What follows belongs to an exercise in optimizing a design on an open flow for small area, a short achievable clock period and few clock cycles per item; a production flow would make more cautious choices.
RTL that was checked went through simulation tests only; none was proved equivalent to the original.
Function not checked in runs 7 and 8: the RTL went through the layout flow alone.
Power figures rest on the tool's default switching activity, not on a simulated workload.

## flow/config.mk

```make
export PLATFORM = sky130hd
export DESIGN_NAME = pfc_pixel_encoder
export DESIGN_NICKNAME = pfc_pixel_encoder
export VERILOG_FILES = /design/flow/design.v
export SDC_FILE = /design/flow/constraint.sdc
export NUM_CORES = 4
export LEC_CHECK = 0
export CAP_MARGIN = 20
export CORE_MARGIN = 2
export CORE_UTILIZATION = 40
export SLEW_MARGIN = 20
```

## flow/constraint.sdc

```tcl
create_clock -name core_clock -period 15.0 [get_ports {clk}]
set_input_delay 3.0000 -clock core_clock [delete_from_list [all_inputs] [get_ports {clk}]]
set_output_delay 3.0000 -clock core_clock [all_outputs]
set_load 0.01 [all_outputs]
```

## flow/design.v

```verilog
module pfc_pixel_encoder (
    input  wire        clk,
    input  wire        rst,         
    input  wire        in_valid,
    output wire        in_ready,
    input  wire [23:0] in_color,    
    input  wire [7:0]  in_bright,
    output wire        out_valid,
    input  wire        out_ready,
    output wire [7:0]  out_data,
    output wire        out_last     
);
    reg  [3:0]  fpos;       
    reg  [21:0] s_q;        
    reg  [1:0]  top_n;      
    reg  [7:0]  p_q;        
    reg  [7:0]  b_q;        
    reg  [1:0]  c_q;        
    reg  [1:0]  c11_q;      
    reg         cact;       
    reg         tk;         
    reg         ovalid;     
    reg         ovalid_o;   
    reg         last_q;     
    reg         irdy;       
    wire [1:0] lane = fpos[3:2];
    wire [1:0] step = fpos[1:0];
    wire f0  = (fpos == 4'd0);
    wire f10 = lane[1] & (step == 2'd2);
    wire f11 = lane[1] & (step == 2'd3);
    wire shift = ovalid ? out_ready : (~f0 | in_valid | tk);
    wire take  = irdy & in_valid;
    wire ld    = shift & in_valid & (f0 | (cact & ~f11));
    wire [7:0] c_lane = lane[1] ? in_color[7:0] : lane[0] ? in_color[15:8] : in_color[23:16];
    wire [1:0] c_sel  = c_lane[2 * step +: 2];
    wire       lane_start = (step == 2'd1);
    wire [1:0] cp   = f0 ? c11_q : c_q;
    wire [7:0] base = lane_start ? 8'd0 : p_q;
    wire [9:0] t    = {2'b00, base}
                    + (cp[0] ? {2'b00, b_q} : 10'd0)
                    + (cp[1] ? {1'b0, b_q, 1'b0} : 10'd0);
    wire [7:0] xl   = {s_q[1:0], s_q[3:2], s_q[5:4], s_q[7:6]};
    wire [8:0] cy;
    assign cy[0] = 1'b1;
    genvar i;
    generate
        for (i = 0; i < 8; i = i + 1) begin : g_conv
            assign cy[i+1] = (p_q[i] ^ xl[i]) ? cy[i] : p_q[i];
        end
    endgenerate
    wire [7:0] q = p_q + {7'd0, cy[8]};
    always @(posedge clk) begin
        if (rst) begin
            fpos   <= 4'd0;
            cact   <= 1'b0;
            tk     <= 1'b0;
            ovalid <= 1'b0;
            ovalid_o <= 1'b0;
            last_q <= 1'b1;
            irdy   <= 1'b0;
        end else begin
            if (shift) begin
                fpos   <= f11 ? 4'd0 : fpos + 4'd1;
                last_q <= f11;
                if (f0) begin
                    ovalid <= tk;
                    ovalid_o <= tk;
                    tk     <= 1'b0;
                end
            end
            if (ld & f0)
                cact <= 1'b1;
            if (ld & f10)
                irdy <= 1'b1;
            if (take) begin
                cact <= 1'b0;
                tk   <= 1'b1;
                irdy <= 1'b0;
            end
        end
    end
    always @(posedge clk) begin
        if (ld) begin
            c_q <= c_sel;
            b_q <= in_bright;
        end
        if (take)
            c11_q <= in_color[7:6];
        if (shift) begin
            p_q <= t[9:2];
            top_n <= ~s_q[21:20];
            if (lane_start)
                s_q <= {s_q[19:8], q, t[1:0]};
            else
                s_q <= {s_q[19:0], t[1:0]};
        end
    end
    assign in_ready  = irdy;
    assign out_valid = ovalid_o;
    assign out_last  = last_q;
    assign out_data  = {{3{top_n[0]}}, 2'b01, {3{top_n[1]}}};
endmodule
```

## flow/flow/run.sh

```bash
#!/bin/bash
export BUFFER_PORTS_ARGS="-buffer_cell sky130_fd_sc_hd__buf_1"
export SETUP_SLACK_MARGIN=11.0
export CTS_ARGS="-repair_clock_nets -dont_use_dummy_load"
bash standard.sh > standard.log 2>&1
```

## flow/standard.sh

```bash
#!/bin/bash
# synth_recipe.tcl (not shown) runs the flow's synth.tcl, then flattens the netlist and writes it again
# the make line also repeats each setting of config.mk as NAME=value (left out here)
make -C /OpenROAD-flow-scripts/flow DESIGN_CONFIG=/design/flow/config.mk WORK_HOME=/design/flow/orfs CLKGATE_MAP_FILE= SYNTH_SCRIPT=/design/flow/synth_recipe.tcl "${@:-finish}"
```

==> results of run 1 <==
==> how the worst min path moves through the flow <==
stage,from,to,cells after the start
3_5_place_dp,s_q[18],s_q[20],0
6_report,s_q[18],s_q[20],0
2_1_floorplan,s_q[8],s_q[10],0
4_1_cts,s_q[18],s_q[20],0
5_1_grt,s_q[19],s_q[21],0
3_3_place_gp,s_q[17],s_q[19],0
==> power by group <==
group          switching [W]  internal [W]
Combinational       0.000119      0.000106
Clock              0.0000426     0.0000302
Sequential         0.0000373      0.000228
==> final cells by class <==
class	count	area [µm²]
clock buffers	5	68.8
well taps	99	124
inverters	21	78.8
fillers	668	3900
flip-flops and latches	53	1500
repair buffers	46	193
multi-input cells	164	1310
==> stage by stage <==
| stage | cells | power, W |
|---|---|---|
| after CTS | 388 | 0.000568 |
| after global routing | 388 | 0.000610 |
| after floorplan | 250 | 0.000439 |
| final | 388 | 0.000563 |
| after detailed placement | 382 | 0.000493 |
| after global placement | 382 | 0.000485 |
==> logic make-up after synthesis <==
kind of cell,synth area share
and+or+nand+nor,0.122
DFF,0.510
AOI/OAI and AO/OA,0.0932
buffers and inverters,0.0527
adders and majority gates,0.118
muxes,0.0715
xor gates and xnor gates,0.0298
other,0.00255
==> per-layer routing <==
metal  wire, µm  vias up
met3        292        5
li1           -      953
met1       2350      941
met2       2490       63
met5          0        -
met4         29        0
==> state kept, by name (all words and copies together), names as in the netlist <==
name / cells
top_n: 2
fpos: 4
last_q: 1
c_q: 2
s_q: 22
b_q: 8
cact: 1
tk: 1
irdy: 1
p_q: 8
ovalid: 1
c11_q: 2
==> cell usage in the layout (no fill, tap or decap), types with 2 or more instances in the layout <==
cell / n
conb_1: 2
xnor2_1: 6
buf_1: 44
nand2b_1: 8
and2_1: 3
mux4_2: 6
a22oi_1: 3
nor2b_1: 4
mux2_2: 4
mux2i_1: 3
fa_1: 8
nand2_1: 22
xor2_1: 4
clkbuf_8: 5
nor3_1: 2
nor2_1: 23
inv_1: 21
a21oi_1: 16
o21ai_0: 5
ha_1: 15
and3_1: 2
edfxtp_1: 44
dfxtp_1: 8
o21a_1: 2
o22ai_1: 4
nand3_1: 4
==> timing repair <==
| item | 4_1_cts | 5_1_grt |
|---|---|---|
| resized for setup | 1 | 6 |
| hold endpoints to repair | 0 | 0 |
| endpoints found under the setup margin | 4 | 7 |
| setup buffers | 1 | 0 |
| hold buffers | 0 | 0 |
==> synthesized netlist by cell type, types with 2 or more instances <==
master,instances,share of area
mux4_2,6,0.046
a21oi_1,16,0.027
ha_1,15,0.064
edfxtp_1,44,0.45
mux2_2,4,0.015
nor2b_1,4,0.0085
buf_4,6,0.015
nor3_1,3,0.0051
mux2i_1,3,0.010
dfxtp_1,9,0.061
nand2_1,22,0.028
a22oi_1,3,0.0077
o21ai_0,5,0.0085
nor2_1,23,0.029
xor2_1,4,0.012
nand3_1,4,0.0068
o21a_1,2,0.0051
and3_1,2,0.0043
inv_1,21,0.027
xnor2_1,6,0.018
o22ai_1,4,0.0085
a21boi_0,2,0.0051
and2_1,3,0.0064
fa_1,8,0.054
conb_1,2,0.0026
nand2b_1,9,0.019
clkbuf_1,3,0.0038
==> results.yml, run 1 <==
synth:
  synthCells: 250
  synth_edf_count: 44
  synth_seq_cells: 53
  synth.avg_cell_area_um2: 11.8
  yosys.cell_types.count: 44
  ys_dominant_reg_cell: "edfxtp_1"
  synth_warnings: 1
  synth-seq-area-share: 0.510
  synthArstFlopShare: 0
  syn_area_um2: 2940
  syn_nets: 309
worst_setup_path:
  reg2reg_to: "p_q[7]"
  crit_slowest_cell: "dfxtp_1"
  start_kind: "flip-flop"
  required_ps: 12000
  cp-end-kind: "output port"
  critPathKind: "flip-flop to output port"
  critPathTopFamily: "flip-flops"
  critPathCapture: "out_valid"
  cp-startpoint: "ovalid"
  cp_num_buf_inv: 1
  r2r_cells: 15
  cp_max_fo: 4
  critical_path.max_stage_delay_ps: 450
  arrival_ps: 930
  r2r-start: "fpos[1]"
  r2r_setup_slack_ps: 11230
  cp.depth: 1
  path_cells: "buf_1"
global_routing:
  grt_max_degree: 41
  grt_use_met3: 0.0293
  gr-usage-met1: 0.177
  top_usage_layer: "met2"
  grt_first_pass_wirelength_um: 8820
  grt-ovfl-total: 0
  antenna_found_initial: 0
  grt_pass1_vias: 1922
  grtUsageMet2: 0.230
  grt_usage: 0.133
die:
  row_count: 31
  die_x_um: 89.8
  io_pins: 47
  die_h_um: 89.8
  start_util: 0.410
  core_area_um2: 7180
  dieArea_um2: 8060
clock_network:
  ctsHtreeMaxLevel: 2
  numCtsBuffers: 5
  cts_tree: "built"
  path_clk_slew_ps: 100
  clk-insertion-delay-late_ps: 300
  cts-root-buf: "clkbuf_8"
  cts.sinks: 53
  clk_path_buf_depth: 2
timing:
  drv_slew: 0
  slew_headroom: 0.542
  max_freq_ghz: 0.255
  whs_ps: 432
  rsz0062_at_grt: "yes"
  setup_viol: 0
  tns_ps: 0
  finalCriticalPeriod_ps: 3930
  post-route-period-util: 0.262
  max_slew.worst_pin.slew_ps: 687
  fin_skew_ps: 25.9
  hold_violations: 0
  layout_setup_ws_ps: 11070
routing:
  ant_nets: 0
  first_pass_iters: 4
  drcViolationCount: 0
  via_per_inst: 5.06
  num_vias: 1962
  first_iter_violations: 98
  wl_per_cell_um: 13.3
  routed_wirelength_um: 5160
place:
  hpwlAfterDp_um: 3920
  port-buffer-count: 44
  dp_slack_ps: 10650
  place_congestion: 0.813
  placed_cell_area_um2: 3180
power_and_ir_drop:
  powerDensity_nw_per_um2: 172
  irDropWorstVdd_mv: 0.0654
  leakage_nw: 1.25
run_status:
  status: "finished clean"
finish:
  utilization: 0.456
  synthToLayoutAreaGrowth_pct: 11.2
  fin_nets: 350
  drive_gt1_frac: 0.0796
  num_antenna_cells: 0
  stdcell_area_um2: 3270
worst_hold_path:
  hold_path.class: "flip-flop to flip-flop"
flow_run:
  cap_viol_max_count: 0
Testbench counts, summed over its fixed seeds: cycles 24,688, items 2,048.
==> run 2, diff against run 1 <==
==> flow/flow/run.sh (replaced) <==
#!/bin/bash
export BUFFER_PORTS_ARGS="-buffer_cell sky130_fd_sc_hd__buf_1"
export SETUP_SLACK_MARGIN=10.9
export CTS_ARGS="-repair_clock_nets -dont_use_dummy_load"
bash standard.sh > standard.log 2>&1
--- a/flow/config.mk
+++ b/flow/config.mk
@@ -10,2 +10,3 @@
 export CORE_UTILIZATION = 40
+export PLACE_DENSITY = 0.5
 export SLEW_MARGIN = 20
==> run 2 against run 1 <==
  * Still clean on timing, DRC and antenna
  * Fmax down 0.24%
  * Clock-buffer cell count stayed put
  * Cell area decreased by 0.42%
  * Clock skew shrank 13 ps
  * Worst setup slack got worse by 9.3 ps
  * Sequential share of layout area rose by 0.19 points
  * Non-clock buffer count stayed put
  * Critical path depth grew 4
  * Area after synthesis did not move
  * Global-route usage fell by 0.76 points
  * Final cell count is the same
  * Sequential power barely moved
  * Largest cell class unchanged
==> results.yml, run 2 <==
worst_setup_path:
  start_kind: "primary input"
  crit_slowest_cell: "a311o_1"
  cp-end-kind: "flip-flop"
  required_ps: 15200
  cp_num_buf_inv: 2
  critPathTopFamily: "compound AO/OA/AOI/OAI gates"
  cp_max_fo: 40
  arrival_ps: 4130
  critPathKind: "primary input to flip-flop"
  path_cells: "buf_1 > nor3_1 > a21boi_4 > buf_6 > a311o_1"
  critical_path.max_stage_delay_ps: 380
synth:
  synthAdderAreaFrac: 0.118
  synth_seq_cells: 53
  synth_simple_gate_area_share: 0.122
  yosysMostFrequentCell: "edfxtp_1"
  synth_top_family_by_area: "simple AND/OR/NAND/NOR gates"
  synth_area_leaders: "edfxtp_1, ha_1, dfxtp_1, fa_1, mux4_2"
  synth.avg_cell_area_um2: 11.8
  synth_top_area_frac: 0.449
  syn_nets: 309
  synth_edf_count: 44
  synth_top_area_cell: "edfxtp_1"
  synthCells: 250
  synth-seq-area-share: 0.510
  synth_commonest_cells: "edfxtp_1, nor2_1, nand2_1"
  synth_warnings: 1
  synth-xor-area-share: 0.0298
  yosys.cell_types.count: 44
  ys_dominant_reg_cell: "edfxtp_1"
  syn_area_um2: 2940
  synth_compound_area_frac: 0.0932
  synthArstFlopShare: 0
  synth.mux.area_fraction: 0.0715
finish:
  synthToLayoutAreaGrowth_pct: 10.8
  num_antenna_cells: 0
  finalNonFillerCells: 388
  top_regs: "s_q: 22 flops, b_q: 8 flops, p_q: 8 flops"
  nFillCells: 719
  fin_nets: 350
  largest_register_ffs: 22
  max_flop_register: "s_q"
  drive_gt1_frac: 0.0761
  final_cell_mix: "edfxtp_1, buf_1, nor2_1"
routing:
  routed_wirelength_um: 4940
  first_pass_iters: 4
  ant_nets: 0
  num_vias: 1893
  wl_per_cell_um: 12.7
  drcViolationCount: 0
  first_iter_violations: 71
  via_per_inst: 4.88
timing:
  slew_headroom: 0.527
  fin_skew_ps: 13.3
  post-route-period-util: 0.262
  setup_viol: 0
  max_freq_ghz: 0.254
  max_slew.worst_pin.slew_ps: 710
  finalCriticalPeriod_ps: 3940
  tns_ps: 0
  hold_violations: 0
  rsz0062_at_grt: "no"
  drv_slew: 0
place:
  hpwlAfterDp_um: 3690
  place_congestion: 0.772
  port-buffer-count: 44
  place_inst: 382
power_and_ir_drop:
  irDropWorstVdd_mv: 0.0507
  leakage_nw: 1.25
  powerDensity_nw_per_um2: 171
clock_network:
  cts.sinks: 53
  clk_path_buf_depth: 2
  numCtsBuffers: 5
  ctsHtreeMaxLevel: 2
  cts_tree: "built"
  cts-root-buf: "clkbuf_8"
  path_clk_slew_ps: 90
  clk-insertion-delay-late_ps: 300
  hold_buffers: 0
global_routing:
  grt_max_degree: 41
  grt_usage: 0.126
  grt_first_pass_wirelength_um: 8250
  antenna_found_initial: 0
  grt-ovfl-total: 0
  grt_pass1_vias: 1791
die:
  row_count: 31
  start_util: 0.410
  io_pins: 47
  dieArea_um2: 8060
  die_x_um: 89.8
  core_area_um2: 7180
  die_h_um: 89.8
flow_run:
  cap_viol_max_count: 0
worst_hold_path:
  hold_path.class: "flip-flop to flip-flop"
run_status:
  status: "finished clean"
-- run 2: final cells by class --
| class | count | area (µm²) | area share |
|---|---|---|---|
| repair buffers | 46 | 184 | 0.0565 |
| inverters | 21 | 78.8 | 0.0242 |
| multi-input cells | 164 | 1300 | 0.399 |
| flip-flops and latches | 53 | 1500 | 0.461 |
| well taps | 99 | 124 | 0.0380 |
| clock buffers | 5 | 68.8 | 0.0211 |
-- run 2: logic make-up after synthesis --
kind of cell	Yosys count
flops	53
xor+xnor	10
buf+inv	33
compound gates	42
simple gates	74
other cells	2
mux	13
fa+ha+maj	23
-- run 2: worst paths after layout --
kind | start | slack (ps) | endpoint | cells past startpoint
max reg2reg | fpos[1] | 11350 | p_q[5] | 15
min | s_q[9] | 420 | s_q[11] | 0
min reg2reg | s_q[9] | 420 | s_q[11] | 0
max | in_valid | 11060 | last_q | 5
-- run 2: metrics by stage --
step | hold WS (ps) | utilization | power, W | area, µm² | setup WS, ps
2_1_floorplan | 400 | - | 0.000439 | 2960 | 10660
3_3_place_gp | 406 | 0.443 | 0.000488 | 3180 | 10690
3_5_place_dp | 405 | 0.443 | 0.000490 | 3180 | 10640
4_1_cts | 422 | 0.452 | 0.000563 | 3250 | 10960
5_1_grt | 418 | 0.454 | 0.000606 | 3260 | 10960
6_report | 417 | 0.454 | 0.000556 | 3260 | 11060
-- run 2: where the power goes --
group,internal (W),switching (W)
Sequential,0.000228,0.0000386
Clock,0.0000302,0.0000414
Combinational,0.000104,0.000113
Total,0.000363,0.000193
-- run 2: what timing repair did --
| item | 4_1_cts | 5_1_grt |
|---|---|---|
| buffers inserted | 0 | 1 |
| gates resized for setup | 0 | 3 |
| setup endpoints to repair | 0 | 5 |
-- run 2: layer usage --
metal  GRT usage  routed length, µm  vias to the layer above
met5           0                  0                        -
met4      0.0269                 38                        0
met3      0.0277                181                        6
met2       0.206               2170                       41
met1       0.172               2550                      893
li1            -                  -                      953
-- run 2: worst register-to-register path: stages (launching register included) --
cell      delay [ps]
dfxtp_1          400
inv_1            210
ha_1             180
nor3b_4          230
mux2_2           440
nand2_1          130
fa_1             420
inv_1             70
ha_1             180
inv_1             60
fa_1             390
nor2b_1          120
o21ai_0          100
a21boi_1         260
o21ai_0          160
a21oi_1          160
==> run 3, diff against run 2 <==
--- a/flow/config.mk
+++ b/flow/config.mk
@@ -10,3 +10,3 @@
 export CORE_UTILIZATION = 40
-export PLACE_DENSITY = 0.5
+export GPL_TIMING_DRIVEN = 0
 export SLEW_MARGIN = 20
==> run 3 against run 2 <==
  * Clock power shrank 1%
  * Clock-buffer cell count is the same
  * Via count grew 2.2%
  * Total power grew 1.9%
  * Sequential cell count is the same
  * Wire length shrank 2.6%
  * Worst setup slack lost 30 ps
  * Die area is the same
  * Cell area grew 3.6%
  * Utilization grew 1.7 points
  * Final cell count grew 3.6%
  * Fmax shrank 0.77%
  * Critical endpoint is now out_data[1]
  * Largest power group unchanged
==> results.yml, run 3 <==
routing:
  via_per_inst: 4.81
  ant_nets: 0
  first_iter_violations: 71
  drcViolationCount: 0
  num_vias: 1935
  wl_per_cell_um: 12.0
  routed_wirelength_um: 4810
  first_pass_iters: 4
finish:
  drive_gt1_frac: 0.109
  max_flop_register: "s_q"
  fin_nets: 364
  final_cell_mix: "buf_1, edfxtp_1, nor2_1"
  synthToLayoutAreaGrowth_pct: 14.8
  largest_register_ffs: 22
  nFillCells: 680
  num_antenna_cells: 0
  utilization: 0.471
  top_regs: "s_q: 22 flops, b_q: 8 flops, p_q: 8 flops"
worst_setup_path:
  required_ps: 12000
  arrival_ps: 970
  r2r_cells: 16
  critical_path.max_stage_delay_ps: 410
  cp_max_fo: 3
  critPathKind: "flip-flop to output port"
  path_cells: "buf_4 > buf_1"
  r2r_setup_slack_ps: 11260
  reg2reg_to: "p_q[5]"
  start_kind: "flip-flop"
  crit_slowest_cell: "edfxtp_1"
  cp-end-kind: "output port"
  r2r-start: "fpos[0]"
power_and_ir_drop:
  seqPwrFrac: 0.463
  irDropWorstVdd_mv: 0.0568
  p_clk_frac: 0.125
  leakage_nw: 1.31
  p_int_w: 0.000372
  swShare: 0.344
  p_comb_frac: 0.412
  p_sw_w: 0.000195
  powerDensity_nw_per_um2: 168
synth:
  yosys.cell_types.count: 44
  synth_warnings: 1
  synth_commonest_cells: "edfxtp_1, nor2_1, nand2_1"
  synth.avg_cell_area_um2: 11.8
  synth_area_leaders: "edfxtp_1, ha_1, dfxtp_1, fa_1, mux4_2"
  synthCells: 250
  synth-seq-area-share: 0.510
  synthArstFlopShare: 0
  syn_nets: 309
  yosysMostFrequentCell: "edfxtp_1"
  ys_dominant_reg_cell: "edfxtp_1"
  syn_area_um2: 2940
  synth_top_area_frac: 0.449
  synth_edf_count: 44
  synth_top_area_cell: "edfxtp_1"
  synth_seq_cells: 53
clock_network:
  cts_tree: "built"
  path_clk_slew_ps: 90
  clk-insertion-delay-late_ps: 290
  ctsHtreeMaxLevel: 2
  cts-root-buf: "clkbuf_8"
  numCtsBuffers: 5
  clk_path_buf_depth: 2
  cts.sinks: 53
timing:
  max_slew.worst_pin.slew_ps: 598
  whs_ps: 414
  layout_setup_ws_ps: 11030
  fin_skew_ps: 13.8
  hold_violations: 0
  drv_slew: 0
  max_freq_ghz: 0.252
  rsz0062_at_grt: "no"
  tns_ps: 0
  slew_headroom: 0.599
  finalCriticalPeriod_ps: 3970
  post-route-period-util: 0.264
  setup_viol: 0
global_routing:
  antenna_found_initial: 0
  grt_pass1_vias: 1964
  grt_max_degree: 20
  grt_first_pass_wirelength_um: 8530
  grt_usage: 0.128
  grt-ovfl-total: 0
die:
  dieArea_um2: 8060
  die_x_um: 89.8
  core_area_um2: 7180
  io_pins: 47
  die_h_um: 89.8
  row_count: 31
  start_util: 0.410
worst_hold_path:
  whs_path_depth: 0
  hold_path.class: "flip-flop to flip-flop"
  hp-start: "s_q[12]"
  holdPathEnd: "s_q[14]"
place:
  place_congestion: 0.802
  hpwlAfterDp_um: 3680
  port-buffer-count: 43
  dp_slack_ps: 10540
flow_run:
  cap_viol_max_count: 0
run_status:
  status: "finished clean"
==> run 3: cell types whose count changed in the layout (fill, tap and decap cells not counted) <==
cell      previous run  this run
nor3_1               3         2
buf_4                1         9
a21boi_2             0         1
buf_16               0         1
dfxtp_2              1         0
clkbuf_1             0         3
buf_2                0         1
nor3_2               0         1
dfxtp_1              8         9
==> run 3: through the flow <==
step                power (W)  std cells  cell area (µm²)
CTS                  0.000570        399             3350
floorplan            0.000439        250             2960
finish               0.000567        402             3380
detailed placement   0.000497        393             3270
global placement     0.000489        392             3240
global route         0.000618        402             3380
==> run 3: power groups by stage <==
stage	registers [W]	clock network, W	logic (W)
after floorplan	0.000256	0	0.000183
after global placement	0.000266	0	0.000223
after detailed placement	0.000265	0	0.000231
after CTS	0.000263	0.0000736	0.000233
after global routing	0.000270	0.0000786	0.000270
final	0.000263	0.0000707	0.000233
==> run 3: area by class of cell <==
| class | count | area [µm²] | share of cell area |
|---|---|---|---|
| sequential | 53 | 1500 | 0.445 |
| timing repair buffer | 47 | 211 | 0.0626 |
| clock buffer | 5 | 68.8 | 0.0204 |
| tap | 99 | 124 | 0.0367 |
| buffer | 12 | 76.3 | 0.0226 |
| inverter | 21 | 78.8 | 0.0233 |
| multi-input combinational | 165 | 1320 | 0.390 |
==> run 3: worst max path at each step <==
| stage | start | end | slack [ps] |
|---|---|---|---|
| 6_report | top_n[1] | out_data[1] | 11030 |
| 3_3_place_gp | in_valid | fpos[2] | 10240 |
| 5_1_grt | fpos[0] | p_q[5] | 10950 |
| 2_1_floorplan | out_ready | last_q | 10660 |
| 4_1_cts | fpos[0] | p_q[5] | 11000 |
| 3_5_place_dp | in_valid | top_n[1] | 10540 |
==> run 3: what timing repair did <==
item                                   CTS  global route
cloned                                   1             0
endpoints found under the hold margin    0             0
resized for setup                        1             1
hold buffers                             0             0
setup endpoints to repair               21             3
buffers inserted                         0             3
==> run 3: cell families after synthesis <==
family                   share of synthesized area
AND/OR/NAND/NOR                              0.122
buffers and inverters                       0.0527
other                                      0.00255
AO/OA/AOI/OAI                               0.0932
flip-flops                                   0.510
multiplexers                                0.0715
adder cells (fa/ha/maj)                      0.118
XOR/XNOR                                    0.0298
==> run 3: critical path: cells and delay by family (launching register included) <==
kind / cells / cell delay, ps
flip-flops: 1 / 410
buffers and inverters: 2 / 260
==> run 3: per-layer routing <==
layer / track usage / up-vias / wire (µm)
li1: - / 987 / -
met1: 0.170 / 898 / 2280
met2: 0.220 / 50 / 2310
met3: 0.0285 / 0 / 223
met4: 0.0179 / 0 / 0
met5: 0 / - / 0
==> run 4, diff against run 3 <==
--- a/flow/flow/run.sh
+++ b/flow/flow/run.sh
@@ -3,2 +3,3 @@
 export SETUP_SLACK_MARGIN=10.9
+export RECOVER_POWER=100
 export CTS_ARGS="-repair_clock_nets -dont_use_dummy_load"
--- a/flow/config.mk
+++ b/flow/config.mk
@@ -10,3 +10,2 @@
 export CORE_UTILIZATION = 40
-export GPL_TIMING_DRIVEN = 0
 export SLEW_MARGIN = 20
==> run 4 against run 3 <==
  * Now fails the layout checks on max-capacitance violations, max-slew violations
  * First-iteration DRC count grew 27%
  * Sequential cell count is the same
  * Utilization shrank 2.2 points
  * Highest routed layer is now met4
  * Cell area shrank 4.6%
  * Total power shrank 1.3%
  * Via count grew 1.6%
  * Wire length grew 8.1%
  * Fmax shrank 25%
  * Critical endpoint is now fpos[2]
==> results.yml, run 4 <==
die:
  start_util: 0.410
  die_x_um: 89.8
  io_pins: 47
  row_count: 31
  die_h_um: 89.8
  core_area_um2: 7180
  dieArea_um2: 8060
global_routing:
  grt_pass1_vias: 1912
  grt-ovfl-total: 0
  gr-usage-met1: 0.178
  top_usage_layer: "met2"
  grt_usage: 0.133
  grt_first_pass_wirelength_um: 8830
  antenna_found_initial: 0
  grt_max_degree: 41
  grt_use_met3: 0.0293
  grtUsageMet2: 0.230
finish:
  final_cell_mix: "edfxtp_1, buf_1, nor2_1"
  num_antenna_cells: 0
  drive_gt1_frac: 0.0588
  finalNonFillerCells: 388
  final_common_cell: "edfxtp_1"
  synthToLayoutAreaGrowth_pct: 9.49
  top_regs: "s_q: 22 flops, b_q: 8 flops, p_q: 8 flops"
  max_flop_register: "s_q"
  fin_nets: 350
  utilization: 0.449
  largest_register_ffs: 22
place:
  port-buffer-count: 44
  hpwlAfterDp_um: 3920
  place_inst: 382
  dp_slack_ps: 10650
  place_congestion: 0.813
power_and_ir_drop:
  leakage_nw: 1.22
  p_comb_frac: 0.394
  p_int_w: 0.000362
  irDropWorstVdd_mv: 0.0652
  p_clk_frac: 0.129
  swShare: 0.353
  seqPwrFrac: 0.477
  p_sw_w: 0.000198
  powerDensity_nw_per_um2: 174
worst_setup_path:
  cp-end-kind: "flip-flop"
  required_ps: 15170
  r2r_setup_slack_ps: 10770
  path_cells: "buf_1 > nand2b_1 > a21boi_0 > clkbuf_1 > nand2_1 > mux2i_1 > nor2_1"
  r2r-start: "fpos[1]"
  cp_max_fo: 40
  crit_slowest_cell: "clkbuf_1"
  start_kind: "primary input"
  critical_path.max_stage_delay_ps: 1490
  arrival_ps: 5450
  critPathTopFamily: "buffers and inverters"
  cp_num_buf_inv: 2
  r2r_cells: 15
  critPathKind: "primary input to flip-flop"
  reg2reg_to: "p_q[7]"
timing:
  tns_ps: 0
  layout_setup_ws_ps: 9720
  drv_slew: 41
  hold_violations: 0
  setup_viol: 0
  fin_skew_ps: 26.8
  rsz0062_at_grt: "no"
  max_slew.worst_pin.slew_ps: 2050
  slew_headroom: -0.364
  finalCriticalPeriod_ps: 5280
  max_freq_ghz: 0.189
  post-route-period-util: 0.352
routing:
  drcViolationCount: 0
  first_pass_iters: 4
  wl_per_cell_um: 13.4
  num_vias: 1966
  via_per_inst: 5.07
  first_iter_violations: 90
  routed_wirelength_um: 5200
  ant_nets: 0
synth:
  synth_area_leaders: "edfxtp_1, ha_1, dfxtp_1, fa_1, mux4_2"
  ys_dominant_reg_cell: "edfxtp_1"
  syn_nets: 309
  synthArstFlopShare: 0
  synth_commonest_cells: "edfxtp_1, nor2_1, nand2_1"
  yosysMostFrequentCell: "edfxtp_1"
  synth_edf_count: 44
  synth.avg_cell_area_um2: 11.8
  synth_seq_cells: 53
  synth-seq-area-share: 0.510
  synth_top_area_frac: 0.449
  synth_warnings: 1
  yosys.cell_types.count: 44
  syn_area_um2: 2940
  synthCells: 250
  synth_top_area_cell: "edfxtp_1"
flow_run:
  cap_viol_max_count: 1
clock_network:
  path_clk_slew_ps: 100
  cts-root-buf: "clkbuf_8"
  cts_tree: "built"
  cts.sinks: 53
  numCtsBuffers: 5
  clk_path_buf_depth: 2
  clk-insertion-delay-late_ps: 310
  hold_buffers: 0
  ctsHtreeMaxLevel: 2
worst_hold_path:
  hold_path.class: "flip-flop to flip-flop"
  whs_path_depth: 0
  holdPathEnd: "s_q[20]"
  hp-start: "s_q[18]"
run_status:
  so_faults: "max-capacitance violations, max-slew violations"
  status: "complete, but fails checks"
==> run 4: worst register-to-register path, cell delays in order, from the launching register on <==
cell and delay (ps):
dfxtp_1 400, inv_1 220, ha_1 180, nor3b_1 520
mux2_1 500, nand2_1 160, fa_1 390, inv_1 70
ha_1 180, inv_1 60, fa_1 400, nor2b_1 140
o21ai_0 110, a21boi_0 370, o21ai_0 200, a21oi_1 180
==> run 4: how the worst max path moves through the flow <==
stage	startpoint	to	slack (ps)	cells past startpoint
global placement	out_ready	last_q	10700	6
global route	out_ready	fpos[2]	9370	7
CTS	fpos[0]	p_q[7]	10910	15
floorplan	out_ready	last_q	10660	4
detailed placement	in_valid	last_q	10650	6
finish	out_ready	fpos[2]	9720	7
==> run 4: through the flow <==
step / area (µm²) / hold slack [ps] / total power, W
after global routing: 3220 / 443 / 0.000606
after detailed placement: 3180 / 406 / 0.000493
final: 3220 / 432 / 0.000559
after global placement: 3180 / 407 / 0.000485
after CTS: 3250 / 431 / 0.000566
after floorplan: 2960 / 400 / 0.000439
==> run 4: cell families (layout without fill, tap and decap cells) <==
| kind of cell | Yosys count | in the layout | synth area share |
|---|---|---|---|
| fa+ha+maj | 23 | 23 | 0.118 |
| simple gates | 74 | 74 | 0.122 |
| compound gates | 42 | 42 | 0.0932 |
| mux | 13 | 13 | 0.0715 |
| buf+inv | 33 | 72 | 0.0527 |
| other cells | 2 | 2 | 0.00255 |
| flops | 53 | 53 | 0.510 |
| xor+xnor | 10 | 10 | 0.0298 |
==> run 4: repair_timing <==
item,in CTS,in global routing
hold endpoints to repair,0,0
gates resized for setup,0,3
setup endpoints to repair,0,7
buffers inserted,0,1
==> run 4: power by group through the flow <==
stage | registers (W) | logic (W) | clock network (W)
2_1_floorplan | 0.000256 | 0.000183 | 0
3_3_place_gp | 0.000269 | 0.000217 | 0
3_5_place_dp | 0.000270 | 0.000224 | 0
4_1_cts | 0.000266 | 0.000225 | 0.0000745
5_1_grt | 0.000274 | 0.000253 | 0.0000792
6_report | 0.000267 | 0.000220 | 0.0000724
==> run 4: layout make-up <==
cell class | count | area, µm²
Sequential cell | 53 | 1500
Fill cell | 673 | 3960
Tap cell | 99 | 124
Multi-Input combinational cell | 164 | 1270
Timing Repair Buffer | 46 | 176
Inverter | 21 | 78.8
Clock buffer | 5 | 68.8
==> run 4: per-layer routing <==
layer	wire, µm	vias up
li1	-	951
met1	2380	945
met2	2480	65
met3	314	5
met4	29	0
met5	0	-
==> run 5, diff against run 4 <==
--- a/flow/flow/run.sh
+++ b/flow/flow/run.sh
@@ -2,3 +2,3 @@
 export BUFFER_PORTS_ARGS="-buffer_cell sky130_fd_sc_hd__buf_1"
-export SETUP_SLACK_MARGIN=10.9
+export SETUP_SLACK_MARGIN=11.1
 export RECOVER_POWER=100
==> run 5 against run 4 <==
  * Now clean on timing, DRC and antenna
  * Total power about the same
  * Wire length up 1.3%
  * Fmax up 13%
  * Critical path type unchanged
  * Largest power group unchanged
  * Synthesized cell count unchanged
  * Highest routed layer unchanged
==> results.yml, run 5 <==
routing:
  routed_wirelength_um: 5270
  first_pass_iters: 4
  first_iter_violations: 106
  num_vias: 1967
  wl_per_cell_um: 13.5
  ant_nets: 0
  drcViolationCount: 0
  via_per_inst: 5.06
synth:
  syn_nets: 309
  synth_seq_cells: 53
  synth_area_leaders: "edfxtp_1, ha_1, dfxtp_1, fa_1, mux4_2"
  synthArstFlopShare: 0
  synth_edf_count: 44
  synth_commonest_cells: "edfxtp_1, nor2_1, nand2_1"
  ys_dominant_reg_cell: "edfxtp_1"
  synth-seq-area-share: 0.510
  synth.avg_cell_area_um2: 11.8
  synth_warnings: 1
  syn_area_um2: 2940
  synth_top_area_frac: 0.449
  synthCells: 250
  yosysMostFrequentCell: "edfxtp_1"
  synth_top_area_cell: "edfxtp_1"
  yosys.cell_types.count: 44
flow_run:
  cap_viol_max_count: 0
finish:
  synthToLayoutAreaGrowth_pct: 9.74
  final_common_cell: "edfxtp_1"
  drive_gt1_frac: 0.0621
  final_cell_mix: "edfxtp_1, buf_1, nor2_1"
  largest_register_ffs: 22
  fin_nets: 351
  max_flop_register: "s_q"
  top_regs: "s_q: 22 flops, b_q: 8 flops, p_q: 8 flops"
  num_antenna_cells: 0
die:
  die_h_um: 89.8
  row_count: 31
  dieArea_um2: 8060
  core_area_um2: 7180
  io_pins: 47
  die_x_um: 89.8
  start_util: 0.410
global_routing:
  grt-ovfl-total: 0
  grt_usage: 0.133
  grt_pass1_vias: 1922
  grt_max_degree: 41
  antenna_found_initial: 0
  grt_first_pass_wirelength_um: 8820
timing:
  hold_violations: 0
  max_slew.worst_pin.slew_ps: 1090
  fin_skew_ps: 27.0
  post-route-period-util: 0.312
  max_freq_ghz: 0.213
  finalCriticalPeriod_ps: 4690
  tns_ps: 0
  rsz0062_at_grt: "yes"
  drv_slew: 0
  setup_viol: 0
  slew_headroom: 0.274
place:
  place_congestion: 0.813
  port-buffer-count: 44
  hpwlAfterDp_um: 3920
clock_network:
  clk-insertion-delay-late_ps: 310
  path_clk_slew_ps: 100
  cts-root-buf: "clkbuf_8"
  cts.sinks: 53
  ctsHtreeMaxLevel: 2
  clk_path_buf_depth: 2
  cts_tree: "built"
  numCtsBuffers: 5
worst_setup_path:
  required_ps: 15180
  crit_slowest_cell: "clkbuf_1"
  critPathKind: "primary input to flip-flop"
  cp-end-kind: "flip-flop"
  start_kind: "primary input"
  cp_max_fo: 20
  critical_path.max_stage_delay_ps: 850
  path_cells: "buf_1 > nand2b_1 > a21boi_0 > clkbuf_1 > nand2_1 > mux2i_1 > nor2_1"
  arrival_ps: 4860
run_status:
  status: "finished clean"
power_and_ir_drop:
  powerDensity_nw_per_um2: 173
  leakage_nw: 1.22
  power.total_w: 0.000559
  irDropWorstVdd_mv: 0.0652
worst_hold_path:
  hold_path.class: "flip-flop to flip-flop"
[run 5: cell families (layout without fill, tap and decap cells)]
kind of cell / after synthesis / count (layout) / synth area share
AND/OR/NAND/NOR: 74 / 74 / 0.122
flip-flops: 53 / 53 / 0.510
AO/OA/AOI/OAI: 42 / 42 / 0.0932
buffers and inverters: 33 / 73 / 0.0527
adder cells (fa/ha/maj): 23 / 23 / 0.118
multiplexers: 13 / 13 / 0.0715
XOR/XNOR: 10 / 10 / 0.0298
other: 2 / 2 / 0.00255
[run 5: worst paths after layout]
kind / slack (ps) / from / cells after the start / end
worst max-delay path: 10310 / out_ready / 7 / fpos[2]
worst min-delay path: 430 / s_q[18] / 0 / s_q[20]
worst max register to register: 10900 / fpos[0] / 15 / p_q[7]
worst min register to register: 430 / s_q[18] / 0 / s_q[20]
[run 5: final cells by class]
class / count / area (µm²)
fill: 674 / 3950
sequential: 53 / 1500
multi-input combinational: 164 / 1270
timing repair buffer: 47 / 180
tap: 99 / 124
inverter: 21 / 78.8
clock buffer: 5 / 68.8
[run 5: where the power goes]
group          total (W)  leakage, nW  internal (W)  switching, W
Sequential      0.000266        0.510      0.000229     0.0000375
Combinational   0.000221        0.676      0.000103      0.000118
Clock          0.0000726       0.0359     0.0000302     0.0000423
[run 5: worst max-delay path, delay by kind of cell]
family                 cells  cell delay [ps]
and+or+nand+nor            3              410
muxes                      1              200
buffers and inverters      2              930
AOI/OAI and AO/OA          1              330
[run 5: through the flow]
stage,hold slack (ps),cell area (µm²),instances,setup slack (ps),util
floorplan,400,2960,250,10660,-
global placement,407,3180,382,10700,0.443
detailed placement,406,3180,382,10650,0.443
CTS,431,3260,388,11100,0.455
global route,443,3230,389,10040,0.450
finish,429,3230,389,10310,0.450
[run 5: metal layers]
metal  wire (µm)  track usage  vias up
met5           0            0        -
met2        2530        0.230       57
met1        2420        0.177      951
met4          29       0.0192        0
li1            -            -      954
met3         298       0.0293        5
[run 5: timing repair]
action,4_1_cts,5_1_grt
endpoints found under the hold margin,0,0
cloned,0,1
buffers inserted,1,0
pin swaps,0,0
endpoints found under the setup margin,24,14
resized for setup,4,9
hold buffers,0,0
==> run 6, diff against run 5 <==
==> flow/flow/run.sh (replaced) <==
#!/bin/bash
export BUFFER_PORTS_ARGS="-buffer_cell sky130_fd_sc_hd__buf_1"
export SETUP_SLACK_MARGIN=10.9
export CTS_ARGS="-repair_clock_nets -dont_use_dummy_load"
bash standard.sh > standard.log 2>&1
==> run 6 against run 5 <==
  * Non-clock buffer count shrank 1
  * Critical path depth shrank 2
  * Critical path type unchanged
  * Wire length shrank 2.3%
  * Synthesized cell count did not move
  * Largest power group unchanged
  * Critical endpoint is now last_q
  * Sequential share of layout area decreased by 0.39 points
  * Global-route usage is essentially flat
  * Still clean
  * Die area unchanged
  * Via count stayed put
  * Fmax is 20% higher
  * Combinational power about the same
  * Area after synthesis stayed put
==> results.yml, run 6 <==
run_status:
  status: "finished clean"
synth:
  ys_dominant_reg_cell: "edfxtp_1"
  synth-xor-area-share: 0.0298
  synth_edf_count: 44
  synth_area_leaders: "edfxtp_1, ha_1, dfxtp_1, fa_1, mux4_2"
  yosys.cell_types.count: 44
  synth_warnings: 1
  synthArstFlopShare: 0
  syn_nets: 309
  synth_commonest_cells: "edfxtp_1, nor2_1, nand2_1"
  synth.avg_cell_area_um2: 11.8
  synth.mux.area_fraction: 0.0715
  synthAdderAreaFrac: 0.118
  synth_compound_area_frac: 0.0932
  synth_seq_cells: 53
  synth_simple_gate_area_share: 0.122
  synth_top_area_frac: 0.449
  synthCells: 250
  syn_area_um2: 2940
  synth_top_area_cell: "edfxtp_1"
  synth_top_family_by_area: "simple AND/OR/NAND/NOR gates"
  synth-seq-area-share: 0.510
  yosysMostFrequentCell: "edfxtp_1"
die:
  io_pins: 47
  die_h_um: 89.8
  dieArea_um2: 8060
  row_count: 31
  core_area_um2: 7180
  start_util: 0.410
  die_x_um: 89.8
worst_setup_path:
  required_ps: 15190
  critPathKind: "primary input to flip-flop"
  cp_max_fo: 40
  r2r_cells: 15
  cp-end-kind: "flip-flop"
  arrival_ps: 4110
  path_cells: "buf_1 > nor3_1 > a21boi_4 > buf_6 > a311o_1"
  crit_slowest_cell: "a311o_1"
  critical_path.max_stage_delay_ps: 380
  start_kind: "primary input"
global_routing:
  grt_max_degree: 41
  antenna_found_initial: 0
  grt-ovfl-total: 0
  grt_pass1_vias: 1912
  grt_first_pass_wirelength_um: 8830
  grt_usage: 0.133
power_and_ir_drop:
  p_int_w: 0.000364
  p_clk_frac: 0.130
  seqPwrFrac: 0.472
  leakage_nw: 1.25
  p_comb_frac: 0.398
  irDropWorstVdd_mv: 0.0655
  p_sw_w: 0.000199
  swShare: 0.354
  powerDensity_nw_per_um2: 173
timing:
  setup_viol: 0
  hold_violations: 0
  layout_setup_ws_ps: 11080
  fin_skew_ps: 25.9
  slew_headroom: 0.542
  post-route-period-util: 0.261
  max_freq_ghz: 0.255
  rsz0062_at_grt: "no"
  max_slew.worst_pin.slew_ps: 687
  tns_ps: 0
  drv_slew: 0
  finalCriticalPeriod_ps: 3920
place:
  place_congestion: 0.813
  port-buffer-count: 44
  hpwlAfterDp_um: 3920
  dp_slack_ps: 10650
finish:
  synthToLayoutAreaGrowth_pct: 10.8
  largest_register_ffs: 22
  fin_nets: 350
  top_regs: "s_q: 22 flops, b_q: 8 flops, p_q: 8 flops"
  num_antenna_cells: 0
  final_cell_mix: "edfxtp_1, buf_1, nor2_1"
  max_flop_register: "s_q"
  drive_gt1_frac: 0.0761
routing:
  wl_per_cell_um: 13.3
  drcViolationCount: 0
  routed_wirelength_um: 5150
  ant_nets: 0
  first_pass_iters: 4
  via_per_inst: 5.07
  first_iter_violations: 88
  num_vias: 1967
clock_network:
  path_clk_slew_ps: 100
  cts_tree: "built"
  cts.sinks: 53
  clk_path_buf_depth: 2
  ctsHtreeMaxLevel: 2
  numCtsBuffers: 5
  cts-root-buf: "clkbuf_8"
  clk-insertion-delay-late_ps: 300
worst_hold_path:
  whs_path_depth: 0
  hold_path.class: "flip-flop to flip-flop"
flow_run:
  cap_viol_max_count: 0
[run 6: cell counts after synthesis]
Identical to the previous run, type by type.
[run 6: path summary, 6_finish.rpt]
kind                 start       to  slack (ps)
hold / removal     s_q[18]  s_q[20]         430
setup / recovery  in_valid   last_q       11080
setup reg to reg   fpos[1]   p_q[7]       11170
hold reg to reg    s_q[18]  s_q[20]         430
[run 6: kinds of logic (layout without fill, tap and decap cells)]
| logic type | after synthesis | in the layout |
|---|---|---|
| buffers and inverters | 33 | 72 |
| other | 2 | 2 |
| adder cells (fa/ha/maj) | 23 | 23 |
| AO/OA/AOI/OAI | 42 | 42 |
| XOR/XNOR | 10 | 10 |
| AND/OR/NAND/NOR | 74 | 74 |
| multiplexers | 13 | 13 |
| flip-flops | 53 | 53 |
[run 6: through the flow]
| step | power [W] | instance area (µm²) | hold slack, ps | cells | utilization |
|---|---|---|---|---|---|
| 4_1_cts | 0.000566 | 3250 | 431 | 387 | 0.452 |
| 2_1_floorplan | 0.000439 | 2960 | 400 | 250 | - |
| 6_report | 0.000562 | 3260 | 432 | 388 | 0.454 |
| 3_5_place_dp | 0.000493 | 3180 | 406 | 382 | 0.443 |
| 5_1_grt | 0.000609 | 3260 | 443 | 388 | 0.454 |
| 3_3_place_gp | 0.000485 | 3180 | 407 | 382 | 0.443 |
[run 6: metal layers]
layer / share of wire / track usage / vias up
met4: 0.0056 / 0.0192 / 0
li1: - / - / 953
met2: 0.48 / 0.230 / 64
met1: 0.45 / 0.178 / 945
met5: 0 / 0 / -
met3: 0.063 / 0.0293 / 5
[run 6: power groups by stage]
stage                      clock, W  combinational (W)  sequential (W)
after floorplan                   0           0.000183        0.000256
final                     0.0000731           0.000224        0.000266
after global placement            0           0.000217        0.000269
after detailed placement          0           0.000224        0.000270
after global routing      0.0000792           0.000257        0.000273
after CTS                 0.0000745           0.000225        0.000266
[run 6: area by class of cell]
cell class | instances | area (µm²)
well taps | 99 | 124
inverters | 21 | 78.8
flip-flops and latches | 53 | 1500
clock buffers | 5 | 68.8
multi-input cells | 164 | 1300
fillers | 667 | 3920
repair buffers | 46 | 184
[run 6: critical path: cells and delay by family]
kind | cells | cell delay, ps
AO/OA/AOI/OAI | 2 | 470
buffers and inverters | 2 | 340
AND/OR/NAND/NOR | 1 | 280
[run 6: repair_timing]
action / CTS / global route
setup endpoints to repair: 0 / 7
endpoints found under the hold margin: 0 / 0
setup buffers: 0 / 1
hold buffers: 0 / 0
gates resized for setup: 0 / 3
==> run 7, diff against run 6 <==
--- a/flow/design.v
+++ b/flow/design.v
@@ -98,3 +98,3 @@
     assign in_ready  = irdy;
-    assign out_valid = ovalid_o;
+    assign out_valid = ovalid;
     assign out_last  = last_q;
==> run 7 against run 6 <==
  * Still clean
  * Sequential cell count unchanged
  * Worst setup slack worse by 26 ps
  * Utilization up 0.43 points
  * First-iteration DRC count down 38%
  * Global-route usage down 0.46 points
  * Area after synthesis up 1.2%
  * Via count down 2.3%
  * Largest cell class unchanged
  * Highest routed layer unchanged
==> results.yml, run 7 <==
timing:
  max_freq_ghz: 0.254
  drv_slew: 0
  tns_ps: 0
  post-route-period-util: 0.263
  fin_skew_ps: 26.4
  setup_viol: 0
  slew_headroom: 0.533
  hold_violations: 0
  rsz0062_at_grt: "no"
  max_slew.worst_pin.slew_ps: 701
  finalCriticalPeriod_ps: 3940
synth:
  synth_seq_cells: 53
  yosysMostFrequentCell: "edfxtp_1"
  synth.avg_cell_area_um2: 11.7
  synth-seq-area-share: 0.504
  syn_area_um2: 2980
  synth_warnings: 1
  synth_area_leaders: "edfxtp_1, ha_1, dfxtp_1, fa_1, mux4_1"
  ys_dominant_reg_cell: "edfxtp_1"
  synth_edf_count: 44
  syn_nets: 314
  synth_top_area_cell: "edfxtp_1"
  synthArstFlopShare: 0
  synth_commonest_cells: "edfxtp_1, nor2_1, inv_1"
  yosys.cell_types.count: 46
  synth_top_area_frac: 0.444
  synthCells: 255
finish:
  num_antenna_cells: 0
  nFillCells: 691
  largest_register_ffs: 22
  max_flop_register: "s_q"
  multiInputGateArea_um2: 1340
  top_regs: "s_q: 22 flops, b_q: 8 flops, p_q: 8 flops"
  final_cell_mix: "edfxtp_1, buf_1, nor2_1"
  synthToLayoutAreaGrowth_pct: 11.1
  drive_gt1_frac: 0.0748
  regArea_um2: 1500
  fin_nets: 355
power_and_ir_drop:
  power.total_w: 0.000561
  leakage_nw: 1.27
  p_comb_frac: 0.395
  p_int_w: 0.000364
  p_sw_w: 0.000197
  irDropWorstVdd_mv: 0.0601
  p_clk_frac: 0.128
  seqPwrFrac: 0.477
  swShare: 0.351
  powerDensity_nw_per_um2: 170
worst_setup_path:
  critical_path.max_stage_delay_ps: 510
  r2r_cells: 15
  reg2reg_to: "p_q[5]"
  cp_max_fo: 10
  r2r-start: "fpos[1]"
  r2r_setup_slack_ps: 11310
  path_cells: "buf_1 > nand2b_4 > nand2_1 > a211oi_4"
  crit_slowest_cell: "a211oi_4"
  critPathKind: "primary input to flip-flop"
  cp-end-kind: "flip-flop"
  start_kind: "primary input"
  arrival_ps: 3870
  required_ps: 14930
flow_run:
  cap_viol_max_count: 0
routing:
  routed_wirelength_um: 4950
  wl_per_cell_um: 12.6
  drcViolationCount: 0
  first_pass_iters: 4
  num_vias: 1922
  ant_nets: 0
  via_per_inst: 4.89
  first_iter_violations: 55
worst_hold_path:
  hold_path.class: "flip-flop to flip-flop"
  hp-start: "s_q[13]"
  holdPathEnd: "s_q[15]"
  whs_path_depth: 0
clock_network:
  clk-insertion-delay-late_ps: 310
  cts-root-buf: "clkbuf_8"
  numCtsBuffers: 5
  cts_tree: "built"
  clk_path_buf_depth: 2
  cts.sinks: 53
  path_clk_slew_ps: 100
  hold_buffers: 0
  ctsHtreeMaxLevel: 2
place:
  hpwlAfterDp_um: 3700
  place_congestion: 0.869
  port-buffer-count: 44
global_routing:
  grt_pass1_vias: 1838
  grt_max_degree: 42
  grt_usage: 0.129
  antenna_found_initial: 0
  grt-ovfl-total: 0
  grt_first_pass_wirelength_um: 8530
die:
  io_pins: 47
  row_count: 31
  die_h_um: 90.3
  start_util: 0.413
  die_x_um: 90.3
  core_area_um2: 7210
  dieArea_um2: 8150
run_status:
  status: "finished clean"
[run 7: cell types whose count changed after synthesis, moves of 2 or more]
| cell | change |
|---|---|
| a21oi_1 | +2 |
| mux4_1 | +4 |
| mux4_2 | -4 |
| inv_1 | +2 |
| and2_2 | +2 |
| and2_1 | -2 |
[run 7: how the worst max path moves through the flow]
| stage | start | to | cells past startpoint |
|---|---|---|---|
| after floorplan | out_ready | last_q | 4 |
| after global placement | in_valid | last_q | 6 |
| after detailed placement | in_valid | last_q | 6 |
| after CTS | in_valid | last_q | 6 |
| after global routing | fpos[1] | p_q[5] | 15 |
| final | out_ready | b_q[1] | 4 |
[run 7: timing repair]
action,4_1_cts,5_1_grt
buffers inserted,0,1
endpoints found under the setup margin,0,5
resized for setup,0,3
[run 7: final cells by class]
class                           instances  area share
Inverter                               23      0.0261
Timing Repair Buffer                   46      0.0556
Clock buffer                            5      0.0208
Tap cell                               99      0.0375
Multi-Input combinational cell        167       0.406
Sequential cell                        53       0.454
[run 7: power by group through the flow]
stage	Combinational [W]	Sequential (W)	Clock, W
2_1_floorplan	0.000185	0.000256	0
3_3_place_gp	0.000217	0.000269	0
3_5_place_dp	0.000221	0.000270	0
4_1_cts	0.000223	0.000268	0.0000745
5_1_grt	0.000257	0.000274	0.0000793
6_report	0.000222	0.000268	0.0000715
[run 7: critical path, delay by kind of cell]
| kind | cells | cell delay (ps) |
|---|---|---|
| and+or+nand+nor | 2 | 260 |
| AOI/OAI and AO/OA | 1 | 510 |
| buffers and inverters | 1 | 100 |
[run 7: cells by family (layout without fill, tap and decap cells)]
logic type	Yosys count	in the layout	synth area share
simple gates	75	75	0.121
flops	53	53	0.504
compound gates	45	45	0.0987
buf+inv	35	74	0.0546
fa+ha+maj	23	23	0.117
mux	12	12	0.0723
xor+xnor	10	10	0.0294
other cells	2	2	0.00252
[run 7: through the flow]
step                area [µm²]  cells   util  worst slack [ps]  hold WS [ps]
floorplan                 3010    255      -             10640           400
global placement          3230    387  0.447             10700           406
detailed placement        3230    387  0.447             10650           408
CTS                       3290    392  0.457             10950           407
global route              3310    393  0.458             10960           425
finish                    3310    393  0.458             11060           409
[run 7: metal layers]
metal	part of all wire	up-vias	global-route usage
met5	0	-	0
met4	0.0077	0	0.0269
li1	-	973	-
met1	0.50	890	0.188
met2	0.44	53	0.197
met3	0.047	6	0.0301
==> run 8, diff against run 7 <==
--- a/flow/design.v
+++ b/flow/design.v
@@ -98,4 +98,4 @@
     assign in_ready  = irdy;
-    assign out_valid = ovalid;
-    assign out_last  = last_q;
+    assign out_valid = ovalid_o;
+    assign out_last  = f0;
     assign out_data  = {{3{top_n[0]}}, 2'b01, {3{top_n[1]}}};
==> run 8 against run 7 <==
  * Still clean
  * Register-to-register slack better by 60 ps
  * Clock-buffer cell count is the same
  * Worst hold slack improved by 3.3 ps
  * Sequential power down 3%
  * Sequential share of layout area is 0.83 points lower
  * Cell area rose by 1.0%
  * First-iteration DRC count grew 38%
  * Global-route usage rose by 0.54 points
  * Combinational power rose by 6%
  * Non-clock buffer count is 6 higher
  * Die area is 1.8% lower
  * Largest cell class unchanged
  * Largest power group unchanged
==> results.yml, run 8 <==
run_status:
  status: "finished clean"
worst_hold_path:
  whs_path_depth: 0
  hp-start: "s_q[14]"
  holdPathEnd: "s_q[16]"
  hold_path.class: "flip-flop to flip-flop"
synth:
  synth_top_area_cell: "edfxtp_1"
  synth_top_area_frac: 0.452
  synth-xor-area-share: 0.0300
  synthCells: 251
  synthAdderAreaFrac: 0.119
  synth.mux.area_fraction: 0.0746
  synth-seq-area-share: 0.507
  syn_nets: 310
  synth_seq_cells: 52
  synth_compound_area_frac: 0.0883
  yosysMostFrequentCell: "edfxtp_1"
  synth_edf_count: 44
  synthArstFlopShare: 0
  syn_area_um2: 2920
  synth_commonest_cells: "edfxtp_1, nor2_1, inv_1, nand2_1"
  synth_warnings: 1
  synth_area_leaders: "edfxtp_1, ha_1, dfxtp_1, fa_1, mux4_2"
  ys_dominant_reg_cell: "edfxtp_1"
  yosys.cell_types.count: 43
  synth.avg_cell_area_um2: 11.6
  synth_top_family_by_area: "simple AND/OR/NAND/NOR gates"
  synth_simple_gate_area_share: 0.123
routing:
  via_per_inst: 4.87
  num_vias: 1929
  dr_wl_met2_um: 2350
  ant_nets: 0
  drcViolationCount: 0
  route.met3.wl_um: 193
  first_pass_iters: 4
  wl_met1_um: 2500
  first_iter_violations: 76
  routed_wirelength_um: 5060
  dr.max_layer_used: "met4"
  wl_per_cell_um: 12.8
die:
  row_count: 31
  dieArea_um2: 8000
  die_x_um: 89.4
  start_util: 0.407
  io_pins: 47
  die_h_um: 89.4
  core_area_um2: 7180
flow_run:
  cap_viol_max_count: 0
finish:
  synthToLayoutAreaGrowth_pct: 14.4
  max_flop_register: "s_q"
  final_cell_mix: "edfxtp_1, buf_1, nor2_1"
  largest_register_ffs: 22
  top_regs: "s_q: 22 flops, b_q: 8 flops, p_q: 8 flops"
  fin_nets: 358
  final_common_cell: "edfxtp_1"
  stdcell_area_um2: 3340
  nFillCells: 698
  drive_gt1_frac: 0.118
  num_antenna_cells: 0
worst_setup_path:
  r2r_setup_slack_ps: 11370
  r2r_cells: 16
  reg2reg_to: "p_q[7]"
  critPathKind: "flip-flop to output port"
  required_ps: 12000
  cp_max_fo: 5
  arrival_ps: 1210
  cp-end-kind: "output port"
  start_kind: "flip-flop"
  r2r-start: "fpos[0]"
timing:
  slew_headroom: 0.551
  setup_viol: 0
  post-route-period-util: 0.281
  max_slew.worst_pin.slew_ps: 673
  tns_ps: 0
  drv_slew: 0
  finalCriticalPeriod_ps: 4210
  rsz0062_at_grt: "yes"
  fin_skew_ps: 10.5
  hold_violations: 0
  max_freq_ghz: 0.237
clock_network:
  clk-insertion-delay-late_ps: 300
  cts.sinks: 52
  cts-root-buf: "clkbuf_8"
  ctsHtreeMaxLevel: 2
  clk_path_buf_depth: 2
  path_clk_slew_ps: 80
  cts_tree: "built"
  numCtsBuffers: 5
power_and_ir_drop:
  power.total_w: 0.000567
  irDropWorstVdd_mv: 0.0617
  leakage_nw: 1.28
  powerDensity_nw_per_um2: 170
place:
  placed_cell_area_um2: 3150
  port-buffer-count: 44
  hpwlAfterDp_um: 3620
  place_congestion: 0.871
global_routing:
  grt_max_degree: 23
  grt_pass1_vias: 1698
  grt-ovfl-total: 0
  grt_first_pass_wirelength_um: 8110
  grt_usage: 0.134
  antenna_found_initial: 0
-- run 8: layer usage --
layer,up-vias,track usage
li1,968,-
met1,917,0.200
met2,41,0.200
met3,3,0.0305
met4,0,0.0326
met5,-,0
-- run 8: logic make-up (layout without fill, tap and decap cells) --
logic type / Yosys count / count (layout)
AOI/OAI and AO/OA: 41 / 42
xor gates and xnor gates: 10 / 10
adders and majority gates: 23 / 23
buffers and inverters: 34 / 79
DFF: 52 / 52
muxes: 13 / 13
other: 2 / 2
and+or+nand+nor: 76 / 76
-- run 8: cell type report --
| cell class | count | area (µm²) | area share |
|---|---|---|---|
| sequential | 52 | 1490 | 0.446 |
| inverter | 22 | 90.1 | 0.0270 |
| timing repair buffer | 52 | 239 | 0.0715 |
| tap | 99 | 124 | 0.0371 |
| clock buffer | 5 | 68.8 | 0.0206 |
| multi-input combinational | 166 | 1330 | 0.398 |
-- run 8: worst max path at each step --
stage,startpoint,to,slack (ps),cells after the start
floorplan,in_valid,fpos[2],10830,5
global placement,in_valid,fpos[2],10310,6
detailed placement,in_valid,fpos[2],10270,6
CTS,fpos[1],out_last,10650,4
global route,fpos[0],out_last,10710,4
finish,fpos[0],out_last,10790,4
-- run 8: power breakdown --
part | switching [W] | leakage, nW | internal [W]
sequential | 0.0000347 | 0.504 | 0.000226
combinational | 0.000123 | 0.737 | 0.000112
clock | 0.0000411 | 0.0359 | 0.0000302
total | 0.000199 | 1.28 | 0.000368
-- run 8: repair_timing --
item,in CTS,in global routing
hold endpoints to repair,0,0
cloned,1,0
buffers inserted,1,7
hold buffers,0,0
gates resized for setup,5,10
pin swaps,1,2
endpoints found under the setup margin,36,2
-- run 8: per-stage QoR --
| stage | instances | utilization | setup slack (ps) | hold WS (ps) |
|---|---|---|---|---|
| floorplan | 251 | - | 10830 | 400 |
| global route | 396 | 0.466 | 10710 | 413 |
| finish | 396 | 0.466 | 10790 | 412 |
| global placement | 382 | 0.439 | 10310 | 404 |
| detailed placement | 382 | 0.439 | 10270 | 406 |
| CTS | 389 | 0.453 | 10650 | 417 |
-- run 8: worst max-delay path: stages (launching register included) --
cell and delay (ps):
dfxtp_4 370, inv_4 70, ha_4 110, nor3b_4 200
buf_2 160
==> run 9, diff against run 8 <==
--- a/flow/design.v
+++ b/flow/design.v
@@ -99,3 +99,3 @@
     assign out_valid = ovalid_o;
-    assign out_last  = f0;
+    assign out_last  = last_q;
     assign out_data  = {{3{top_n[0]}}, 2'b01, {3{top_n[1]}}};
==> flow/flow/run.sh (replaced) <==
#!/bin/bash
export BUFFER_PORTS_ARGS="-buffer_cell sky130_fd_sc_hd__buf_1"
export SETUP_SLACK_MARGIN=10.9
export CTS_ARGS="-repair_clock_nets -dont_use_dummy_load -buf_list sky130_fd_sc_hd__clkbuf_4 -root_buf sky130_fd_sc_hd__clkbuf_8"
bash standard.sh > standard.log 2>&1
==> run 9 against run 8 <==
  * Still clean
  * First-iteration DRC count grew 16%
  * Critical path depth grew 1
  * Sequential cell count grew 1
  * Wire length grew 1.7%
  * Fmax grew 7.5%
  * Non-clock buffer count shrank 6
  * Area after synthesis grew 0.73%
==> results.yml, run 9 <==
power_and_ir_drop:
  power.total_w: 0.000562
  p_int_w: 0.000364
  seqPwrFrac: 0.472
  irDropWorstVdd_mv: 0.0655
  swShare: 0.354
  powerDensity_nw_per_um2: 173
  p_clk_frac: 0.130
  leakage_nw: 1.25
  p_sw_w: 0.000199
  p_comb_frac: 0.398
timing:
  max_freq_ghz: 0.255
  fin_skew_ps: 25.9
  tns_ps: 0
  max_slew.worst_pin.slew_ps: 687
  post-route-period-util: 0.261
  hold_violations: 0
  drv_slew: 0
  finalCriticalPeriod_ps: 3920
  rsz0062_at_grt: "no"
  setup_viol: 0
  slew_headroom: 0.542
synth:
  yosys.cell_types.count: 44
  synth-seq-area-share: 0.510
  synth_warnings: 1
  synth.avg_cell_area_um2: 11.8
  synth_commonest_cells: "edfxtp_1, nor2_1, nand2_1"
  synth_area_leaders: "edfxtp_1, ha_1, dfxtp_1, fa_1, mux4_2"
  synth_seq_cells: 53
  yosysMostFrequentCell: "edfxtp_1"
  synthCells: 250
  synthArstFlopShare: 0
  syn_nets: 309
  synth_edf_count: 44
  ys_dominant_reg_cell: "edfxtp_1"
  syn_area_um2: 2940
  synth_top_area_cell: "edfxtp_1"
  synth_top_area_frac: 0.449
clock_network:
  cts_tree: "built"
  clk_path_buf_depth: 2
  path_clk_slew_ps: 100
  clk-insertion-delay-late_ps: 300
  cts.sinks: 53
  ctsHtreeMaxLevel: 2
  cts-root-buf: "clkbuf_8"
  numCtsBuffers: 5
global_routing:
  grt_pass1_vias: 1912
  grt_usage: 0.133
  grt_max_degree: 41
  grtUsageMet2: 0.230
  top_usage_layer: "met2"
  antenna_found_initial: 0
  gr-usage-met1: 0.178
  grt_use_met3: 0.0293
  grt_first_pass_wirelength_um: 8830
  grt-ovfl-total: 0
worst_hold_path:
  hp-start: "s_q[18]"
  hold_path.class: "flip-flop to flip-flop"
  holdPathEnd: "s_q[20]"
  whs_path_depth: 0
worst_setup_path:
  critPathKind: "primary input to flip-flop"
  cp_max_fo: 40
  reg2reg_to: "p_q[7]"
  arrival_ps: 4110
  required_ps: 15190
  r2r_cells: 15
  cp-end-kind: "flip-flop"
  r2r_setup_slack_ps: 11170
  r2r-start: "fpos[1]"
  start_kind: "primary input"
finish:
  largest_register_ffs: 22
  stdcell_area_um2: 3260
  final_cell_mix: "edfxtp_1, buf_1, nor2_1"
  nFillCells: 667
  fin_nets: 350
  regArea_um2: 1500
  multiInputGateArea_um2: 1300
  finalNonFillerCells: 388
  drive_gt1_frac: 0.0761
  top_regs: "s_q: 22 flops, b_q: 8 flops, p_q: 8 flops"
  max_flop_register: "s_q"
  num_antenna_cells: 0
  synthToLayoutAreaGrowth_pct: 10.8
routing:
  ant_nets: 0
  routed_wirelength_um: 5150
  drcViolationCount: 0
  wl_per_cell_um: 13.3
  via_per_inst: 5.07
  first_pass_iters: 4
  num_vias: 1967
  first_iter_violations: 88
die:
  start_util: 0.410
  die_h_um: 89.8
  dieArea_um2: 8060
  io_pins: 47
  die_x_um: 89.8
  core_area_um2: 7180
  row_count: 31
place:
  place_inst: 382
  place_congestion: 0.813
  hpwlAfterDp_um: 3920
  port-buffer-count: 44
  placed_cell_area_um2: 3180
flow_run:
  cap_viol_max_count: 0
run_status:
  status: "finished clean"
run 9: layer usage:
metal / routed length, µm / vias up
li1: - / 953
met1: 2310 / 945
met2: 2490 / 64
met3: 322 / 5
met4: 29 / 0
met5: 0 / -
run 9: power by group through the flow:
stage	clock, W	sequential [W]	combinational [W]
finish	0.0000731	0.000266	0.000224
global route	0.0000792	0.000273	0.000257
CTS	0.0000745	0.000266	0.000225
detailed placement	0	0.000270	0.000224
global placement	0	0.000269	0.000217
floorplan	0	0.000256	0.000183
run 9: what timing repair did:
item / in CTS / in global routing
hold buffers: 0 / 0
buffers inserted: 0 / 1
gates resized for setup: 0 / 3
hold endpoints to repair: 0 / 0
setup endpoints to repair: 0 / 7
run 9: worst max-delay path by stage:
stage	startpoint	end	slack, ps	depth (start not counted)
after floorplan	out_ready	last_q	10660	4
after global placement	out_ready	last_q	10700	6
after detailed placement	in_valid	last_q	10650	6
after CTS	fpos[0]	p_q[7]	10910	15
after global routing	in_valid	last_q	10910	6
final	in_valid	last_q	11080	5
run 9: layout make-up:
cell class,instances,share of cell area
clock buffers,5,0.0211
inverters,21,0.0242
multi-input cells,164,0.399
flip-flops and latches,53,0.461
well taps,99,0.0380
repair buffers,46,0.0565
run 9: metrics by stage:
step | hold slack, ps | utilization | setup WS [ps]
after floorplan | 400 | - | 10660
after global placement | 407 | 0.443 | 10700
after detailed placement | 406 | 0.443 | 10650
after CTS | 431 | 0.452 | 10910
after global routing | 443 | 0.454 | 10910
final | 432 | 0.454 | 11080
run 9: logic make-up (layout without fill, tap and decap cells):
family | after synthesis | in the layout | synth area share
and+or+nand+nor | 74 | 74 | 0.122
DFF | 53 | 53 | 0.510
AOI/OAI and AO/OA | 42 | 42 | 0.0932
buffers and inverters | 33 | 72 | 0.0527
adders and majority gates | 23 | 23 | 0.118
muxes | 13 | 13 | 0.0715
xor gates and xnor gates | 10 | 10 | 0.0298
other | 2 | 2 | 0.00255
run 9: critical path: stages:
cell      delay (ps)
buf_1            120
nor3_1           280
a21boi_4          90
buf_6            220
a311o_1          380
Testbench counts of run 9, summed over its fixed seeds: cycles 24,688, items 2,048.

[static timing again, ports no longer ideal]
The flow's constraints put no driver on any port. The routed layouts listed below were extracted and timed again, unchanged, in two steps. Step 1 assumes that a clkbuf_16 drives the clock port and a buf_2 every other input. Step 2, shift: input delay + t, output delay - t, t = (earliest + latest rising clock arrival at the registers) / 2. This alone moves slack from input paths to output paths. Slacks: ideal ports / drivers / drivers and shift; pairs: ideal ports / drivers.
run | t (ns) | setup WS [ns] | latest minus earliest clock arrival (ns) | slew at the worst register clock pin (ns)
run 1 | 0.318 | 11.073 / 11.046 / 10.849 | 0.026 / 0.026 | 0.10 / 0.10
run 2 | 0.317 | 11.063 / 11.067 / 10.750 | 0.013 / 0.013 | 0.09 / 0.09
run 3 | 0.311 | 11.033 / 11.008 / 10.730 | 0.014 / 0.014 | 0.09 / 0.09
run 4 | 0.319 | 9.721 / 9.721 / 9.402 | 0.027 / 0.027 | 0.10 / 0.10
run 5 | 0.320 | 10.314 / 10.313 / 9.993 | 0.027 / 0.027 | 0.10 / 0.10
run 6 | 0.319 | 11.081 / 11.063 / 10.768 | 0.026 / 0.026 | 0.10 / 0.10
run 7 | 0.320 | 11.056 / 11.057 / 10.737 | 0.026 / 0.027 | 0.10 / 0.10
run 8 | 0.320 | 10.786 / 10.760 / 10.796 | 0.011 / 0.011 | 0.09 / 0.09
run 9 | 0.319 | 11.081 / 11.063 / 10.768 | 0.026 / 0.026 | 0.10 / 0.10
For run 5, which loses most, drivers alone change the setup slack by -0.001 ns; drivers and shift together by -0.321 ns.
